What follows belongs to an exercise in optimizing a design on an open flow for a short achievable clock period and few clock cycles; a production flow would make more cautious choices.
Where RTL was checked, it was by simulation tests only, not by an equivalence proof against the original.
Only the layout flow was run in run 1; the RTL was not checked for function there.
Power figures rest on the tool's default switching activity, not on a simulated workload.

==> design/flow/design.v <==
module plio_dec (
    input  wire        clk,
    input  wire        rst,
    input  wire        go,
    input  wire        strict,
    input  wire [15:0] win_start,
    input  wire [15:0] win_count,
    input  wire [15:0] src_len,
    input  wire [15:0] dst_len,
    output reg         lm_re,
    output reg  [15:0] lm_addr,
    input  wire [15:0] lm_rdata,
    output reg         pm_we,
    output reg  [15:0] pm_addr,
    output reg  [31:0] pm_wdata,
    output reg         busy,
    output reg         done,
    output reg  [15:0] result,
    output reg  [3:0]  fcode,
    output reg  [31:0] finfo
);
    localparam [3:0] F_NONE       = 4'd0;
    localparam [3:0] F_SRC_BOUNDS = 4'd2;
    localparam [3:0] F_DST_BOUNDS = 4'd3;
    localparam [3:0] F_BAD_HEADER = 4'd7;
    localparam [3:0] F_BAD_OPCODE = 4'd8;
    localparam [3:0] F_TRUNCATED  = 4'd9;
    localparam [1:0] M_ZERO = 2'd0;    
    localparam [1:0] M_HIGH = 2'd1;    
    localparam [1:0] M_PNL  = 2'd2;    
    localparam QD = 8;                 
    localparam QW = 3;                 
    reg        c_strict;
    reg [15:0] c_start;
    reg [15:0] c_count;
    reg [15:0] c_slen;
    reg [15:0] c_dlen;
    reg [15:0] c_cm1;       
    reg [7:1]  seq;
    reg [15:0] h_ver;
    reg [15:0] h_len;
    reg [15:0] h_lo;
    reg        legacy;
    reg [16:0] L_hi;        
    reg        h_hi_neg;
    reg signed [19:0] Ls;   
    reg        strm;        
    reg        sre;         
    reg signed [17:0] fa;   
    reg signed [17:0] fa1;  
    reg        v1;          
    reg signed [17:0] nxt;   
    reg signed [17:0] nxt1;
    reg        fstop;
    reg signed [17:0] ip1;
    reg signed [17:0] ip1p;
    reg        vB;
    reg [15:0] wB;
    reg signed [17:0] ipB;
    reg signed [17:0] ipB1;
    reg        active;
    reg        sh_pend;
    reg [11:0] sh_d;
    reg signed [17:0] A;
    reg signed [17:0] B;
    reg signed [31:0] high;
    localparam [2:0] K_NONE = 3'd0, K_RUN = 3'd1, K_ONE = 3'd2, K_END = 3'd3, K_FLT = 3'd4;
    reg [2:0]  dk;
    reg signed [17:0] dA;
    reg signed [17:0] dA2;
    reg signed [17:0] dB;
    reg signed [17:0] dB2;
    reg        dnz;
    reg [1:0]  dmode;       
    reg [31:0] dval;
    reg [3:0]  dfc;
    reg [31:0] dfi;
    reg        dead;
    reg        hv_chk;
    reg        hv_bad;
    reg [3:0]  hv_fc;
    reg [31:0] hv_fi;
    reg [15:0] t_res;
    reg [3:0]  t_fc;
    reg [31:0] t_fi;
    reg        q_pix  [0:QD-1];
    reg        q_term [0:QD-1];
    reg [15:0] q_st   [0:QD-1];
    reg [15:0] q_ls   [0:QD-1];
    reg [1:0]  q_md   [0:QD-1];
    reg [31:0] q_val  [0:QD-1];
    reg [QW-1:0] q_wp;
    reg [QW-1:0] q_rp;
    reg [QW:0]   q_cnt;
    reg        w_valid;
    reg        w_pix;
    reg        w_term;
    reg [15:0] w_cur;
    reg [15:0] w_last;
    reg [1:0]  w_md;
    reg [31:0] w_val;
    reg        fin_pend;
    wire [3:0]  opc  = wB[15:12];
    wire [11:0] dd   = wB[11:0];
    wire signed [19:0] ipB_x  = {{2{ipB[17]}}, ipB};
    wire signed [19:0] ipB1_x = {{2{ipB1[17]}}, ipB1};
    wire signed [19:0] slen_x = {4'd0, c_slen};
    wire c_end  = (ipB_x >= Ls) || !B[17];
    wire c_oob  = ipB[17] || (ipB_x >= slen_x);
    wire c_f9   = c_strict && (ipB1_x >= Ls);
    wire c_f2   = (ipB1_x >= slen_x);
    wire c_go   = vB && active;
    wire c_inst = c_go && !sh_pend;
    wire c_run  = (opc == 4'd0) || (opc == 4'd4) || (opc == 4'd5);
    wire c_hch  = (opc[3:1] == 3'b001) || (opc[3:1] == 3'b011);   
    wire c_one  = (opc[3:1] == 3'b011);                            
    wire signed [31:0] d32 = {20'd0, dd};
    wire signed [31:0] high_new = opc[0] ? (high - d32) : (high + d32);
    wire signed [17:0] d18  = {6'd0, dd};
    wire signed [17:0] dm18 = {6'd0, dd} - 18'sd1;
    wire signed [17:0] inc18 = c_run ? d18 : 18'sd1;
    wire signed [31:0] L32  = legacy ? {{16{h_ver[15]}}, h_ver} : {L_hi, h_lo[14:0]};
    wire signed [31:0] ds32 = legacy ? 32'sd3 : {{16{h_len[15]}}, h_len};
    wire [31:0] hfi = legacy ? 32'd2 : 32'd3;
    reg        hv_bad_c;
    reg [3:0]  hv_fc_c;
    reg [31:0] hv_fi_c;
    always @(*) begin
        hv_bad_c = 1'b1;
        hv_fc_c  = F_NONE;
        hv_fi_c  = 32'd0;
        if (c_slen <= 16'd2) begin
            hv_fc_c = F_SRC_BOUNDS; hv_fi_c = 32'd2;
        end else if (!legacy && c_slen <= 16'd3) begin
            hv_fc_c = F_SRC_BOUNDS; hv_fi_c = 32'd3;
        end else if (!legacy && c_slen <= 16'd4) begin
            hv_fc_c = F_SRC_BOUNDS; hv_fi_c = 32'd4;
        end else if (c_strict && h_ver == 16'd0) begin
            hv_fc_c = F_BAD_HEADER; hv_fi_c = 32'd2;
        end else if (c_strict && !legacy && h_len != 16'd7) begin
            hv_fc_c = F_BAD_HEADER; hv_fi_c = 32'd1;
        end else if (c_strict && !legacy && h_lo[15]) begin
            hv_fc_c = F_BAD_HEADER; hv_fi_c = 32'd3;
        end else if (c_strict && !legacy && h_hi_neg) begin
            hv_fc_c = F_BAD_HEADER; hv_fi_c = 32'd4;
        end else if (L32 <= 0) begin
            hv_fc_c = F_NONE;
        end else if (c_strict && L32 > $signed({16'd0, c_slen})) begin
            hv_fc_c = F_BAD_HEADER; hv_fi_c = hfi;
        end else if (c_strict && ds32 > L32) begin
            hv_fc_c = F_BAD_HEADER; hv_fi_c = hfi;
        end else if (c_dlen < c_count) begin
            hv_fc_c = F_DST_BOUNDS; hv_fi_c = {16'd0, c_dlen};
        end else begin
            hv_bad_c = 1'b0;
        end
    end
    reg        e_push;
    reg        e_pix;
    reg        e_term;
    reg [15:0] e_st;
    reg [15:0] e_ls;
    reg [1:0]  e_md;
    reg [31:0] e_val;
    always @(*) begin
        e_push = 1'b0;
        e_pix  = 1'b0;
        e_term = 1'b0;
        e_st   = dA[17] ? 16'd0 : dA[15:0];
        e_ls   = dB2[17] ? dA2[15:0] : c_cm1;
        e_md   = dmode;
        e_val  = dval;
        if (hv_chk && hv_bad) begin
            e_push = 1'b1;
            e_term = 1'b1;
        end else if (!dead) begin
            case (dk)
            K_RUN: begin
                e_push = dnz && !dA2[17] && dB[17];
                e_pix  = 1'b1;
                if (dmode == M_PNL && !dB2[17])
                    e_md = M_ZERO;
            end
            K_ONE: begin
                e_push = !dA[17] && dB[17];
                e_pix  = 1'b1;
                e_ls   = dA[15:0];
                e_md   = M_HIGH;
            end
            K_END: begin
                e_push = 1'b1;
                e_pix  = dB[17];
                e_term = 1'b1;
                e_ls   = c_cm1;
                e_md   = M_ZERO;
            end
            K_FLT: begin
                e_push = 1'b1;
                e_term = 1'b1;
            end
            default: ;
            endcase
        end
    end
    wire w_is_last = (w_cur == w_last);
    wire w_free    = !w_valid || (w_pix && w_is_last && !w_term);
    wire q_empty   = (q_cnt == 0);
    wire q_pop     = busy && w_free && !q_empty;
    wire byp       = busy && w_free && q_empty && e_push;
    wire q_push    = e_push && !byp;
    wire [QW+1:0] occ = {1'b0, q_cnt} + sre + v1 + vB + (dk != K_NONE);
    wire fetch_ok = !fstop && !dead && !(hv_chk && hv_bad) && (occ < QD);
    wire fin_now  = fin_pend || (busy && w_valid && !w_pix);
    always @(posedge clk) begin
        if (rst) begin
            busy     <= 1'b0;
            done     <= 1'b0;
            result   <= 16'd0;
            fcode    <= F_NONE;
            finfo    <= 32'd0;
            pm_we    <= 1'b0;
            lm_re    <= 1'b0;
            seq      <= 7'd0;
            strm     <= 1'b0;
            sre      <= 1'b0;
            v1       <= 1'b0;
            vB       <= 1'b0;
            active   <= 1'b0;
            dk       <= K_NONE;
            dead     <= 1'b0;
            hv_chk   <= 1'b0;
            q_wp     <= 0;
            q_rp     <= 0;
            q_cnt    <= 0;
            w_valid  <= 1'b0;
            fin_pend <= 1'b0;
        end else begin
            done  <= 1'b0;
            pm_we <= 1'b0;
            seq   <= {seq[6:1], 1'b0};
            lm_re <= 1'b0;
            sre   <= 1'b0;
            if (!busy && go) begin
                c_strict <= strict;
                c_start  <= win_start;
                c_count  <= win_count;
                c_slen   <= src_len;
                c_dlen   <= dst_len;
                if (win_count == 16'd0) begin
                    done   <= 1'b1;
                    result <= 16'd0;
                    fcode  <= F_NONE;
                    finfo  <= 32'd0;
                end else begin
                    busy    <= 1'b1;
                    seq     <= 7'd1;
                    lm_re   <= 1'b1;
                    lm_addr <= 16'd2;
                end
                strm    <= 1'b0;
                fstop   <= 1'b0;
                active  <= 1'b0;
                dead    <= 1'b0;
                hv_chk  <= 1'b0;
                q_wp    <= 0;
                q_rp    <= 0;
                q_cnt   <= 0;
                w_valid <= 1'b0;
                fin_pend <= 1'b0;
            end
            if (seq[1]) begin
                lm_re   <= 1'b1;
                lm_addr <= 16'd1;
                c_cm1   <= c_count - 16'd1;
                A       <= -$signed({2'b00, c_start});
                B       <= -$signed({2'b00, c_start}) - $signed({2'b00, c_count});
                high    <= 32'sd1;
                sh_pend <= 1'b0;
            end
            if (seq[2]) begin
                lm_re   <= 1'b1;
                lm_addr <= 16'd3;
            end
            if (seq[3]) begin
                lm_re   <= 1'b1;
                lm_addr <= 16'd4;
                h_ver   <= wB;
                legacy  <= $signed(wB) > 0;
            end
            if (seq[4]) begin
                h_len <= wB;
                strm  <= 1'b1;
                sre   <= 1'b1;
                lm_re <= 1'b1;
                if (legacy) begin
                    fa      <= 18'sd3;
                    fa1     <= 18'sd4;
                    nxt     <= 18'sd4;
                    nxt1    <= 18'sd5;
                    lm_addr <= 16'd3;
                end else begin
                    fa      <= {{2{wB[15]}}, wB};
                    fa1     <= {{2{wB[15]}}, wB} + 18'sd1;
                    nxt     <= {{2{wB[15]}}, wB} + 18'sd1;
                    nxt1    <= {{2{wB[15]}}, wB} + 18'sd2;
                    lm_addr <= wB;
                end
            end
            if (seq[5]) h_lo <= wB;
            if (seq[6]) begin
                L_hi     <= {wB[15], wB} - {16'd0, h_lo[15]};
                h_hi_neg <= wB[15];
                if (legacy)
                    Ls <= {{4{h_ver[15]}}, h_ver};
                else if (!wB[15] && (wB[14:3] != 12'd0))
                    Ls <= 20'sh7ffff;                        
                else if (wB[15] && (wB[14:3] != 12'hfff))
                    Ls <= 20'sh80000;                        
                else
                    Ls <= {wB[4:0], 15'd0} + {{4{h_lo[15]}}, h_lo};
                active <= 1'b1;
            end
            if (seq[7]) begin
                hv_chk <= 1'b1;
                hv_bad <= hv_bad_c;
                hv_fc  <= hv_fc_c;
                hv_fi  <= hv_fi_c;
            end else
                hv_chk <= 1'b0;
            if (strm && fetch_ok) begin
                lm_re   <= 1'b1;
                sre     <= 1'b1;
                lm_addr <= nxt[15:0];
                fa      <= nxt;
                fa1     <= nxt1;
                nxt     <= nxt1;
                nxt1    <= nxt1 + 18'sd1;
            end
            v1   <= sre;
            ip1  <= fa;
            ip1p <= fa1;
            wB   <= lm_rdata;
            vB   <= v1;
            ipB  <= ip1;
            ipB1 <= ip1p;
            dk <= K_NONE;
            if (c_go) begin
                if (sh_pend) begin
                    high    <= {{4{wB[15]}}, wB, sh_d};
                    sh_pend <= 1'b0;
                end else if (c_end) begin
                    dk     <= K_END;
                    active <= 1'b0;
                    fstop  <= 1'b1;
                end else if (c_oob) begin
                    dk     <= K_FLT;
                    dfc    <= F_SRC_BOUNDS;
                    dfi    <= {{14{ipB[17]}}, ipB};
                    active <= 1'b0;
                    fstop  <= 1'b1;
                end else begin
                    case (opc)
                    4'd1: begin
                        if (c_f9) begin
                            dk     <= K_FLT;
                            dfc    <= F_TRUNCATED;
                            dfi    <= {{14{ipB[17]}}, ipB};
                            active <= 1'b0;
                            fstop  <= 1'b1;
                        end else if (c_f2) begin
                            dk     <= K_FLT;
                            dfc    <= F_SRC_BOUNDS;
                            dfi    <= {{14{ipB1[17]}}, ipB1};
                            active <= 1'b0;
                            fstop  <= 1'b1;
                        end else begin
                            sh_pend <= 1'b1;
                            sh_d    <= dd;
                        end
                    end
                    4'd0, 4'd4, 4'd5, 4'd6, 4'd7: begin
                        dk <= c_run ? K_RUN : K_ONE;
                    end
                    4'd2, 4'd3: ;
                    default: begin
                        if (c_strict) begin
                            dk     <= K_FLT;
                            dfc    <= F_BAD_OPCODE;
                            dfi    <= {{14{ipB[17]}}, ipB};
                            active <= 1'b0;
                            fstop  <= 1'b1;
                        end
                    end
                    endcase
                end
            end
            if (c_inst && c_hch)
                high <= high_new;
            if (c_inst && (c_run || c_one)) begin
                A <= A + inc18;
                B <= B + inc18;
            end
            dA    <= A;
            dB    <= B;
            dA2   <= A + dm18;
            dB2   <= B + dm18;
            dnz   <= (dd != 12'd0);
            dmode <= (opc == 4'd4) ? M_HIGH : (opc == 4'd5) ? M_PNL : M_ZERO;
            dval  <= c_one ? high_new : high;
            if (hv_chk && hv_bad) begin
                dead  <= 1'b1;
                t_res <= 16'd0;
                t_fc  <= hv_fc;
                t_fi  <= hv_fi;
            end else if (!dead && dk == K_END) begin
                dead  <= 1'b1;
                t_res <= c_count;
                t_fc  <= F_NONE;
                t_fi  <= 32'd0;
            end else if (!dead && dk == K_FLT) begin
                dead  <= 1'b1;
                t_res <= 16'd0;
                t_fc  <= dfc;
                t_fi  <= dfi;
            end
            if (q_push) begin
                q_pix[q_wp]  <= e_pix;
                q_term[q_wp] <= e_term;
                q_st[q_wp]   <= e_st;
                q_ls[q_wp]   <= e_ls;
                q_md[q_wp]   <= e_md;
                q_val[q_wp]  <= e_val;
                q_wp         <= q_wp + 1'b1;
            end
            if (q_pop)
                q_rp <= q_rp + 1'b1;
            q_cnt <= q_cnt + q_push - q_pop;
            if (busy && w_valid && w_pix) begin
                pm_we    <= 1'b1;
                pm_addr  <= w_cur;
                pm_wdata <= (w_md == M_HIGH || (w_md == M_PNL && w_is_last)) ? w_val : 32'd0;
                w_cur    <= w_cur + 16'd1;
                if (w_is_last && w_term)
                    fin_pend <= 1'b1;
            end
            if (q_pop) begin
                w_valid <= 1'b1;
                w_pix   <= q_pix[q_rp];
                w_term  <= q_term[q_rp];
                w_cur   <= q_st[q_rp];
                w_last  <= q_ls[q_rp];
                w_md    <= q_md[q_rp];
                w_val   <= q_val[q_rp];
            end else if (byp) begin
                w_valid <= 1'b1;
                w_pix   <= e_pix;
                w_term  <= e_term;
                w_cur   <= e_st;
                w_last  <= e_ls;
                w_md    <= e_md;
                w_val   <= e_val;
            end else if (busy && w_valid && (!w_pix || w_is_last))
                w_valid <= 1'b0;
            if (fin_now) begin
                fin_pend <= 1'b0;
                done     <= 1'b1;
                busy     <= 1'b0;
                result   <= t_res;
                fcode    <= t_fc;
                finfo    <= t_fi;
                strm     <= 1'b0;
                active   <= 1'b0;
                w_valid  <= 1'b0;
            end
        end
    end
endmodule
==> design/flow/run.sh <==
#!/bin/bash
# synth_recipe.tcl (not shown) runs the flow's synth.tcl, then flattens the netlist and writes it again
# the make line also repeats each setting of config.mk as NAME=value (left out here)
make -C /OpenROAD-flow-scripts/flow DESIGN_CONFIG=/design/flow/config.mk WORK_HOME=/design/flow/orfs CLKGATE_MAP_FILE= SYNTH_SCRIPT=/design/flow/synth_recipe.tcl finish
==> design/flow/config.mk <==
export PLATFORM = sky130hd
export DESIGN_NAME = plio_dec
export DESIGN_NICKNAME = plio_dec
export VERILOG_FILES = /design/flow/design.v
export SDC_FILE = /design/flow/constraint.sdc
export NUM_CORES = 4
export LEC_CHECK = 0
export ABC_CLOCK_PERIOD_IN_PS = 2500
export CAP_MARGIN = 20
export CORE_MARGIN = 2
export CORE_UTILIZATION = 40
export SLEW_MARGIN = 20
==> design/flow/constraint.sdc <==
create_clock -name core_clock -period 12.0 [get_ports {clk}]
set_input_delay 2.4000 -clock core_clock [delete_from_list [all_inputs] [get_ports {clk}]]
set_output_delay 2.4000 -clock core_clock [all_outputs]
set_load 0.01 [all_outputs]
==> qor.yml, run 1 <==
outcome:
  status: "finished clean"
setup_path:
  crit_type: "reg2reg"
  cp_cell_sequence: "inv_1 -> ha_1 -> nand3_1 -> nor2_1 -> nand2_1 -> clkinv_1 -> or2_2 -> ha_1 -> and2_1 -> a2111oi_0 -> o21ai_1 -> a221o_1 -> or2_1 -> a41oi_1 -> xor2_1 -> mux2i_1"
  cp-end-kind: "register"
  start_kind: "register"
  cp_slowest_stage_delay_ns: 0.68
  arrival_ns: 6.08
  cp_slowest_cell: "edfxtp_1"
  crit_top_cell: "ha_1"
  cp_max_fo: 18
  worstPathRequired_ns: 12.51
sta:
  min_period_over_period: 0.4645
  slew_headroom: 0.2402
  finClkSkew_ns: 0.04390
  setup_viol: 0
  fmax_mhz: 179.4
  fin_tns_setup_ns: 0
  worst_pin_slew_ns: 1.128
  slew_violations: 0
  period_needed_ns: 5.574
  hold_violations: 0
  grt_setup_unrepaired: "false"
floorplanning:
  io_pins: 204
  core_area_um2: 147300
  die_y_um: 388.7
  die_area_um2: 151100
  start_util: 0.4019
  fp.dieW_um: 388.7
  rows: 141
yosys:
  synth_most_common_cell: "edfxtp_1"
  yosysSeqAreaShare: 0.6429
  ys_warn_count: 1
  yosysTopAreaCell: "edfxtp_1"
  ys_top_cells_by_count: "edfxtp_1 (1218), nand2_1 (288), ha_1 (253)"
  synth_cell_types: 91
  ys.flop_type: "edfxtp_1"
  synth.cell_area_um2: 59200
  syn_inst: 4222
  synth_nets: 4567
  synthArstFlopShare: 0
  yosys-top-cells-area: "edfxtp_1 (62%), ha_1 (5.3%), mux4_2 (5.2%)"
  synth_seq_cells: 1292
  synth_edf_count: 1218
  yosysTopAreaCellShare: 0.6179
  avgSynthCellArea_um2: 14.02
pwr:
  switching_share: 0.2451
  vdd_drop_max_mv: 0.1161
  p_int_w: 0.007942
  power_leakage_nw: 23.40
  p_total_w: 0.01052
  combPwrFrac: 0.096
  switching_power_w: 0.002578
  power.density_nw_per_um2: 154.1
  p_seq_frac: 0.494
  clockPowerShare: 0.410
drt:
  post_drt_wl_per_cell_um: 23.37
  viasPerCell: 5.509
  ant_nets: 0
  firstDrtPassIters: 7
  wl_um: 151700
  vias: 35762
  drc: 0
  drt-initial-drc-count: 3029
finish:
  finalInstanceArea_um2: 68290
  n_fill_cell: 12899
  nNetsFinal: 4787
  multi_input_area_um2: 19910
  area_delta_synth_final_pct: 15.35
  drive_above_1_share: 0.1136
  ff_latch_area_um2: 38070
clocking:
  clk_pin_slew_ns: 0.06
  cts_buffers: 143
  cts_root_buf: "clkbuf_16"
  cts_tree: "done"
  clkLatencyLatePin_ns: 0.80
  cts.sinks: 1292
  htreeDepth: 4
  clock_path_buffers: 3
  cts_resized: 0
  postCtsHoldBufs: 0
  postCtsSetupBuffers: 0
placed_design:
  dpl_cell_area_um2: 63550
  place.gp.congestion: 0.8998
  dp_hpwl_um: 102000
  io_buffer_count: 203
global_route:
  grt_max_degree: 101
  grt.overflow.total: 0
  grt_pass1_vias: 35327
  grt_pass1_wl_um: 224600
  grt_usage: 0.1984
  grt_antenna_before_repair: 4
flow_run:
  timing.max_cap.violations: 0
min_path:
  hold_class: "reg2reg"
## per-layer routing
| metal | up-vias | GRT usage | share of wire |
|---|---|---|---|
| met5 | - | 0 | 0 |
| met3 | 240 | 0.03232 | 0.056 |
| met4 | 0 | 0.06686 | 0.031 |
| met2 | 1067 | 0.3306 | 0.49 |
| li1 | 16538 | - | - |
| met1 | 17917 | 0.2639 | 0.43 |
## registers in the layout, indices dropped and copies added (netlist names), 18 cells and up, named ones only
signal	cells
q_val	256
q_ls	128
q_st	128
dval	32
high	32
pm_wdata	32
w_val	32
Ls	20
A	18
B	18
dfi	18
fa	18
finfo	18
ip1	18
ip1p	18
ipB1	18
ipB	18
nxt1	18
nxt	18
t_fi	18
## critical path, delay by kind of cell, from the launching register on
kind	cells	cell delay (ns)
simple gates	6	1.39
compound gates	4	1.42
fa+ha+maj	2	0.66
mux	1	0.10
flops	1	0.68
buf+inv	2	0.82
xor+xnor	1	0.22
## placed cells by master, fill, tap and decap left out, types with 32 or more instances in the layout
cell / Yosys / routed
edfxtp_1: 1218 / 1218
nand2_1: 288 / 288
ha_1: 253 / 253
nor2_1: 235 / 221
o21ai_0: 209 / 208
clkdlybuf4s50_1: 0 / 202
a21oi_1: 196 / 194
inv_1: 152 / 151
clkbuf_16: 0 / 144
xnor2_1: 141 / 141
mux4_2: 136 / 136
nor2b_1: 104 / 102
and2_1: 90 / 90
xor2_1: 86 / 86
dfxtp_1: 74 / 71
buf_4: 16 / 71
nand3_1: 70 / 70
nor3_1: 67 / 67
a21o_1: 58 / 58
a211oi_1: 57 / 57
mux2i_1: 55 / 55
nand4_1: 48 / 48
a22oi_1: 40 / 40
nor3b_1: 33 / 32
clkinv_1: 3 / 32
## final cells by class
cell class | instances | area share
well taps | 1930 | 0.03536
multi-input cells | 2573 | 0.2915
clock inverters | 87 | 0.01283
diodes | 2 | 0.00007329
repair buffers | 276 | 0.03841
flip-flops and latches | 1292 | 0.5575
clock buffers | 175 | 0.05565
inverters | 156 | 0.008685
## cells by family after synthesis
group           after synthesis  synth area share
buf+inv                     357           0.02414
fa+ha+maj                   261           0.05618
simple gates               1073           0.09108
mux                         215           0.06567
compound gates              797           0.08647
flops                      1292            0.6429
xor+xnor                    227           0.03359
## through the flow
stage	setup WS (ns)	instances	hold WS (ns)	utilization
after floorplan	1.770	4222	0.4003	-
after global placement	6.592	6225	0.4008	0.4314
after detailed placement	6.484	6225	0.4045	0.4314
after CTS	6.485	6487	0.4188	0.4632
after global routing	6.137	6489	0.4216	0.4635
final	6.426	6491	0.4170	0.4635
## power by group through the flow
stage / sequential [W] / clock [W] / combinational (W)
after global placement: 0.00529 / 0 / 0.00100
after detailed placement: 0.00530 / 0 / 0.00101
after global routing: 0.00521 / 0.00458 / 0.00112
after floorplan: 0.00523 / 0 / 0.000723
after CTS: 0.00520 / 0.00440 / 0.00102
final: 0.00520 / 0.00431 / 0.00101
## worst paths after layout
| check | to | slack (ns) | depth (start not counted) | start |
|---|---|---|---|---|
| worst max-delay path | high[24]$_DFFE_PN_ | 6.43 | 16 | wB[1]$_DFFE_PN_ |
| worst min register to register | ipB[15]$_DFFE_PN_ | 0.42 | 0 | ip1[15]$_DFFE_PN_ |
| worst min-delay path | ipB[15]$_DFFE_PN_ | 0.42 | 0 | ip1[15]$_DFFE_PN_ |
| worst max register to register | high[24]$_DFFE_PN_ | 6.43 | 16 | wB[1]$_DFFE_PN_ |
==> run 2, diff against run 1 <==
--- a/design/flow/design.v
+++ b/design/flow/design.v
@@ -28,8 +28,8 @@
     localparam [1:0] M_ZERO = 2'd0;    
     localparam [1:0] M_HIGH = 2'd1;    
     localparam [1:0] M_PNL  = 2'd2;    
-    localparam QD = 8;                 
-    localparam QW = 3;                 
+    localparam QD = 16;                
+    localparam QT = 5'd10;             
     reg        c_strict;
     reg [15:0] c_start;
     reg [15:0] c_count;
@@ -89,9 +89,9 @@
     reg [15:0] q_ls   [0:QD-1];
     reg [1:0]  q_md   [0:QD-1];
     reg [31:0] q_val  [0:QD-1];
-    reg [QW-1:0] q_wp;
-    reg [QW-1:0] q_rp;
-    reg [QW:0]   q_cnt;
+    reg [3:0]  q_wp;
+    reg [3:0]  q_rp;
+    reg [4:0]  q_cnt;
     reg        w_valid;
     reg        w_pix;
     reg        w_term;
@@ -204,12 +204,9 @@
     end
     wire w_is_last = (w_cur == w_last);
     wire w_free    = !w_valid || (w_pix && w_is_last && !w_term);
-    wire q_empty   = (q_cnt == 0);
+    wire q_empty   = (q_cnt == 5'd0);
     wire q_pop     = busy && w_free && !q_empty;
-    wire byp       = busy && w_free && q_empty && e_push;
-    wire q_push    = e_push && !byp;
-    wire [QW+1:0] occ = {1'b0, q_cnt} + sre + v1 + vB + (dk != K_NONE);
-    wire fetch_ok = !fstop && !dead && !(hv_chk && hv_bad) && (occ < QD);
+    wire fetch_ok = !fstop && !dead && !(hv_chk && hv_bad) && (q_cnt < QT);
     wire fin_now  = fin_pend || (busy && w_valid && !w_pix);
     always @(posedge clk) begin
         if (rst) begin
@@ -229,9 +226,9 @@
             dk       <= K_NONE;
             dead     <= 1'b0;
             hv_chk   <= 1'b0;
-            q_wp     <= 0;
-            q_rp     <= 0;
-            q_cnt    <= 0;
+            q_wp     <= 4'd0;
+            q_rp     <= 4'd0;
+            q_cnt    <= 5'd0;
             w_valid  <= 1'b0;
             fin_pend <= 1'b0;
         end else begin
@@ -262,9 +259,9 @@
                 active  <= 1'b0;
                 dead    <= 1'b0;
                 hv_chk  <= 1'b0;
-                q_wp    <= 0;
-                q_rp    <= 0;
-                q_cnt   <= 0;
+                q_wp    <= 4'd0;
+                q_rp    <= 4'd0;
+                q_cnt   <= 5'd0;
                 w_valid <= 1'b0;
                 fin_pend <= 1'b0;
             end
@@ -423,18 +420,18 @@
                 t_fc  <= dfc;
                 t_fi  <= dfi;
             end
-            if (q_push) begin
+            if (e_push) begin
                 q_pix[q_wp]  <= e_pix;
                 q_term[q_wp] <= e_term;
                 q_st[q_wp]   <= e_st;
                 q_ls[q_wp]   <= e_ls;
                 q_md[q_wp]   <= e_md;
                 q_val[q_wp]  <= e_val;
-                q_wp         <= q_wp + 1'b1;
+                q_wp         <= q_wp + 4'd1;
             end
             if (q_pop)
-                q_rp <= q_rp + 1'b1;
-            q_cnt <= q_cnt + q_push - q_pop;
+                q_rp <= q_rp + 4'd1;
+            q_cnt <= q_cnt + {4'd0, e_push} - {4'd0, q_pop};
             if (busy && w_valid && w_pix) begin
                 pm_we    <= 1'b1;
                 pm_addr  <= w_cur;
@@ -451,14 +448,6 @@
                 w_last  <= q_ls[q_rp];
                 w_md    <= q_md[q_rp];
                 w_val   <= q_val[q_rp];
-            end else if (byp) begin
-                w_valid <= 1'b1;
-                w_pix   <= e_pix;
-                w_term  <= e_term;
-                w_cur   <= e_st;
-                w_last  <= e_ls;
-                w_md    <= e_md;
-                w_val   <= e_val;
             end else if (busy && w_valid && (!w_pix || w_is_last))
                 w_valid <= 1'b0;
             if (fin_now) begin
--- a/design/flow/config.mk
+++ b/design/flow/config.mk
@@ -5,7 +5,6 @@
 export SDC_FILE = /design/flow/constraint.sdc
 export NUM_CORES = 4
 export LEC_CHECK = 0
-export ABC_CLOCK_PERIOD_IN_PS = 2500
 export CAP_MARGIN = 20
 export CORE_MARGIN = 2
 export CORE_UTILIZATION = 40
==> qor.yml, run 2 <==
outcome:
  status: "finished clean"
yosys:
  ys_warn_count: 1  # unchanged
  synth.cell_area_um2: 78960  # +33%
  avgSynthCellArea_um2: 16.49  # +18%
  synth_edf_count: 1762  # +45%
  synth_cell_types: 84  # -7.7%
  yosysTopAreaCellShare: 0.6701  # +0.05227
  yosys-top-cells-area: "edfxtp_1 (67%), mux4_2 (9.7%), ha_1 (4.1%)"
  yosysTopAreaCell: "edfxtp_1"
  syn_inst: 4789  # +13%
  ys.flop_type: "edfxtp_1"
  ys_top_cells_by_count: "edfxtp_1 (1762), mux4_2 (340), nand2_1 (258)"
  yosysSeqAreaShare: 0.6899  # +0.04702
  synth_nets: 5137  # +12%
  synth_most_common_cell: "edfxtp_1"
  synthArstFlopShare: 0  # unchanged
  synth_seq_cells: 1840  # +42%
setup_path:
  start_kind: "register"
  cp_slowest_cell: "edfxtp_1"
  cp_max_fo: 16  # -2
  crit_type: "reg2reg"
  ff2ff_path_depth: 18  # +2
  cp_slowest_stage_delay_ns: 0.69  # about the same
  cp-end-kind: "register"
  worstPathRequired_ns: 12.56  # +0.05 ns
  cp_cell_sequence: "inv_1 -> ha_1 -> nand2_1 -> or3_1 -> nor3_1 -> nand2b_1 -> nand2b_1 -> nand2b_1 -> ha_1 -> nand3_1 -> a211oi_1 -> a221oi_1 -> o21ai_0 -> a31o_2 -> a2111o_1 -> a31oi_1 -> xor2_1 -> o21ai_0"
  crit_top_cell: "nand2b_1"
  arrival_ns: 6.43  # +0.35 ns
clocking:
  htreeDepth: 4  # unchanged
  cts_buffers: 192  # +34%
  clk_pin_slew_ns: 0.06  # about the same
  postCtsSetupBuffers: 0  # unchanged
  clock_path_buffers: 3  # unchanged
  postCtsHoldBufs: 0  # unchanged
  cts_root_buf: "clkbuf_16"
  cts_tree: "done"
  cts.sinks: 1840  # +42%
  cts_resized: 0  # unchanged
  clkLatencyLatePin_ns: 0.85  # +0.05 ns
sta:
  fin_tns_setup_ns: 0  # unchanged
  grt_setup_unrepaired: "false"
  finClkSkew_ns: 0.03896  # -0.004938 ns
  period_needed_ns: 5.864  # +0.2905 ns
  worst_slack_ns: 6.136  # -0.2905 ns
  min_period_over_period: 0.4887  # +0.02421
  setup_viol: 0  # unchanged
  hold_violations: 0  # unchanged
  slew_headroom: 0.2413  # +0.001128
  slew_violations: 0  # unchanged
  worst_pin_slew_ns: 1.135  # +0.007048 ns
  fmax_mhz: 170.5  # -5.0%
global_route:
  grt_antenna_before_repair: 7  # +3
  grt_pass1_vias: 43730  # +24%
  grt_pass1_wl_um: 294500  # +31%
  grt_max_degree: 136  # +35%
  grt.overflow.total: 0  # unchanged
  grt_usage: 0.2008  # +0.002387
drt:
  drt-initial-drc-count: 3848  # +27%
  post_drt_wl_per_cell_um: 25.78  # +10%
  wl_um: 202800  # +34%
  viasPerCell: 5.520  # +0.18%
  drc: 0  # unchanged
  firstDrtPassIters: 5  # -2
  ant_nets: 0  # unchanged
  vias: 43412  # +21%
finish:
  area_delta_synth_final_pct: 15.06
  drive_above_1_share: 0.1612  # +0.04756
  final_cell_mix: "edfxtp_1 (1762), mux4_2 (340), nand2_1 (257), ha_1 (257), nor2_1 (237)"
  n_fill_cell: 16800  # +30%
  final_common_cell: "edfxtp_1"
  largest_reg_flops: 512  # +100%
  nNetsFinal: 5408  # +13%
  largest-register: "q_val"
  fin_cells: 7865  # +21%
  reg_top3: "q_val: 512 flops, q_ls: 256 flops, q_st: 256 flops"
placed_design:
  io_buffer_count: 203  # unchanged
  pre_cts_ws_ns: 6.130  # -0.3536 ns
  dp.cells: 7502  # +21%
  dp_hpwl_um: 127600  # +25%
  place.gp.congestion: 0.8882  # -1.3%
pwr:
  power_leakage_nw: 30.36  # +30%
  p_total_w: 0.01463  # +39%
  power.density_nw_per_um2: 161.0  # +4.5%
  vdd_drop_max_mv: 0.1309  # +13%
floorplanning:
  die_y_um: 448.3  # +15%
  die_area_um2: 201000  # +33%
  fp.dieW_um: 448.3  # +15%
  core_area_um2: 196800  # +34%
  rows: 163  # +16%
  start_util: 0.4012  # -0.0006628
  io_pins: 204  # unchanged
min_path:
  hold_depth: 0  # unchanged
  hold_class: "reg2reg"
flow_run:
  timing.max_cap.violations: 0  # unchanged
-- run 2: stage by stage --
stage               area (µm²)  hold slack (ns)    util
global placement         84240           0.4007  0.4280
detailed placement       84260           0.4045  0.4281
floorplan                78960           0.4003       -
finish                   90850           0.4169  0.4616
CTS                      90760           0.4182  0.4612
global route             90850           0.4226  0.4616
-- run 2: critical path: cells and delay by family (launching register included) --
family                     cells  cell delay (ns)
xor gates and xnor gates       1             0.20
adders and majority gates      2             0.60
DFF                            1             0.69
AOI/OAI and AO/OA              7             1.99
buffers and inverters          1             0.30
and+or+nand+nor                7             1.82
-- run 2: logic make-up (layout without fill, tap and decap cells) --
kind of cell / Yosys count / count (layout) / synth area share
flip-flops: 1840 / 1840 / 0.6899
multiplexers: 395 / 395 / 0.1044
AND/OR/NAND/NOR: 1019 / 1019 / 0.06461
XOR/XNOR: 228 / 228 / 0.02529
adder cells (fa/ha/maj): 264 / 264 / 0.04250
other: 0 / 1 / 0
buffers and inverters: 356 / 791 / 0.01794
AO/OA/AOI/OAI: 687 / 687 / 0.05534
-- run 2: layout make-up --
| class | count | area, µm² | area share |
|---|---|---|---|
| flip-flops and latches | 1840 | 54490 | 0.5998 |
| multi-input cells | 2593 | 23280 | 0.2562 |
| clock buffers | 231 | 5064 | 0.05574 |
| well taps | 2640 | 3303 | 0.03636 |
| repair buffers | 290 | 2720 | 0.02994 |
| clock inverters | 127 | 1441 | 0.01587 |
| inverters | 143 | 544.3 | 0.005991 |
| diodes | 1 | 2.502 | 0.00002754 |
-- run 2: worst paths after layout --
check / start / end / slack, ns
max reg2reg: wB[0]$_DFFE_PN_ / dval[30]$_DFFE_PN_ / 6.14
min: ip1[13]$_DFFE_PN_ / ipB[13]$_DFFE_PN_ / 0.42
min reg2reg: ip1[13]$_DFFE_PN_ / ipB[13]$_DFFE_PN_ / 0.42
max: wB[0]$_DFFE_PN_ / dval[30]$_DFFE_PN_ / 6.14
-- run 2: power breakdown --
part	switching, W	internal (W)
Clock	0.00259	0.00349
Combinational	0.000646	0.000548
Sequential	0.000164	0.00719
Total	0.00340	0.0112
-- run 2: layer usage --
layer  vias up  GRT usage  share of wire
li1      19317          -              -
met1     22463     0.2706           0.42
met2      1304     0.3321           0.49
met3       326    0.02798          0.053
met4         2    0.07456          0.035
met5         -          0       0.000064
Testbench counts of run 2, summed over its fixed seeds: cycles 307,714.

[static timing again, ports no longer ideal]
The flow's constraints put no driver on any port. The routed layouts listed below were extracted and timed again, unchanged, in two steps. Step 1: set_driving_cell puts a clkbuf_16 on clk and a buf_2 on each other input, an assumption about the parent block. Step 2, shift: input delay + t, output delay - t, t = (earliest + latest rising clock arrival at the registers) / 2. This alone moves slack from input paths to output paths. a / b / c = ideal / step 1 / step 2; a / b = the first two.
run | t, ns | slack for setup (ns) | worst setup path after step 2
run 1 | 0.859 | 6.426 / 6.426 / 6.426 | register to register
run 2 | 0.917 | 6.136 / 6.136 / 6.136 | register to register
After both steps every run listed still meets setup and hold.
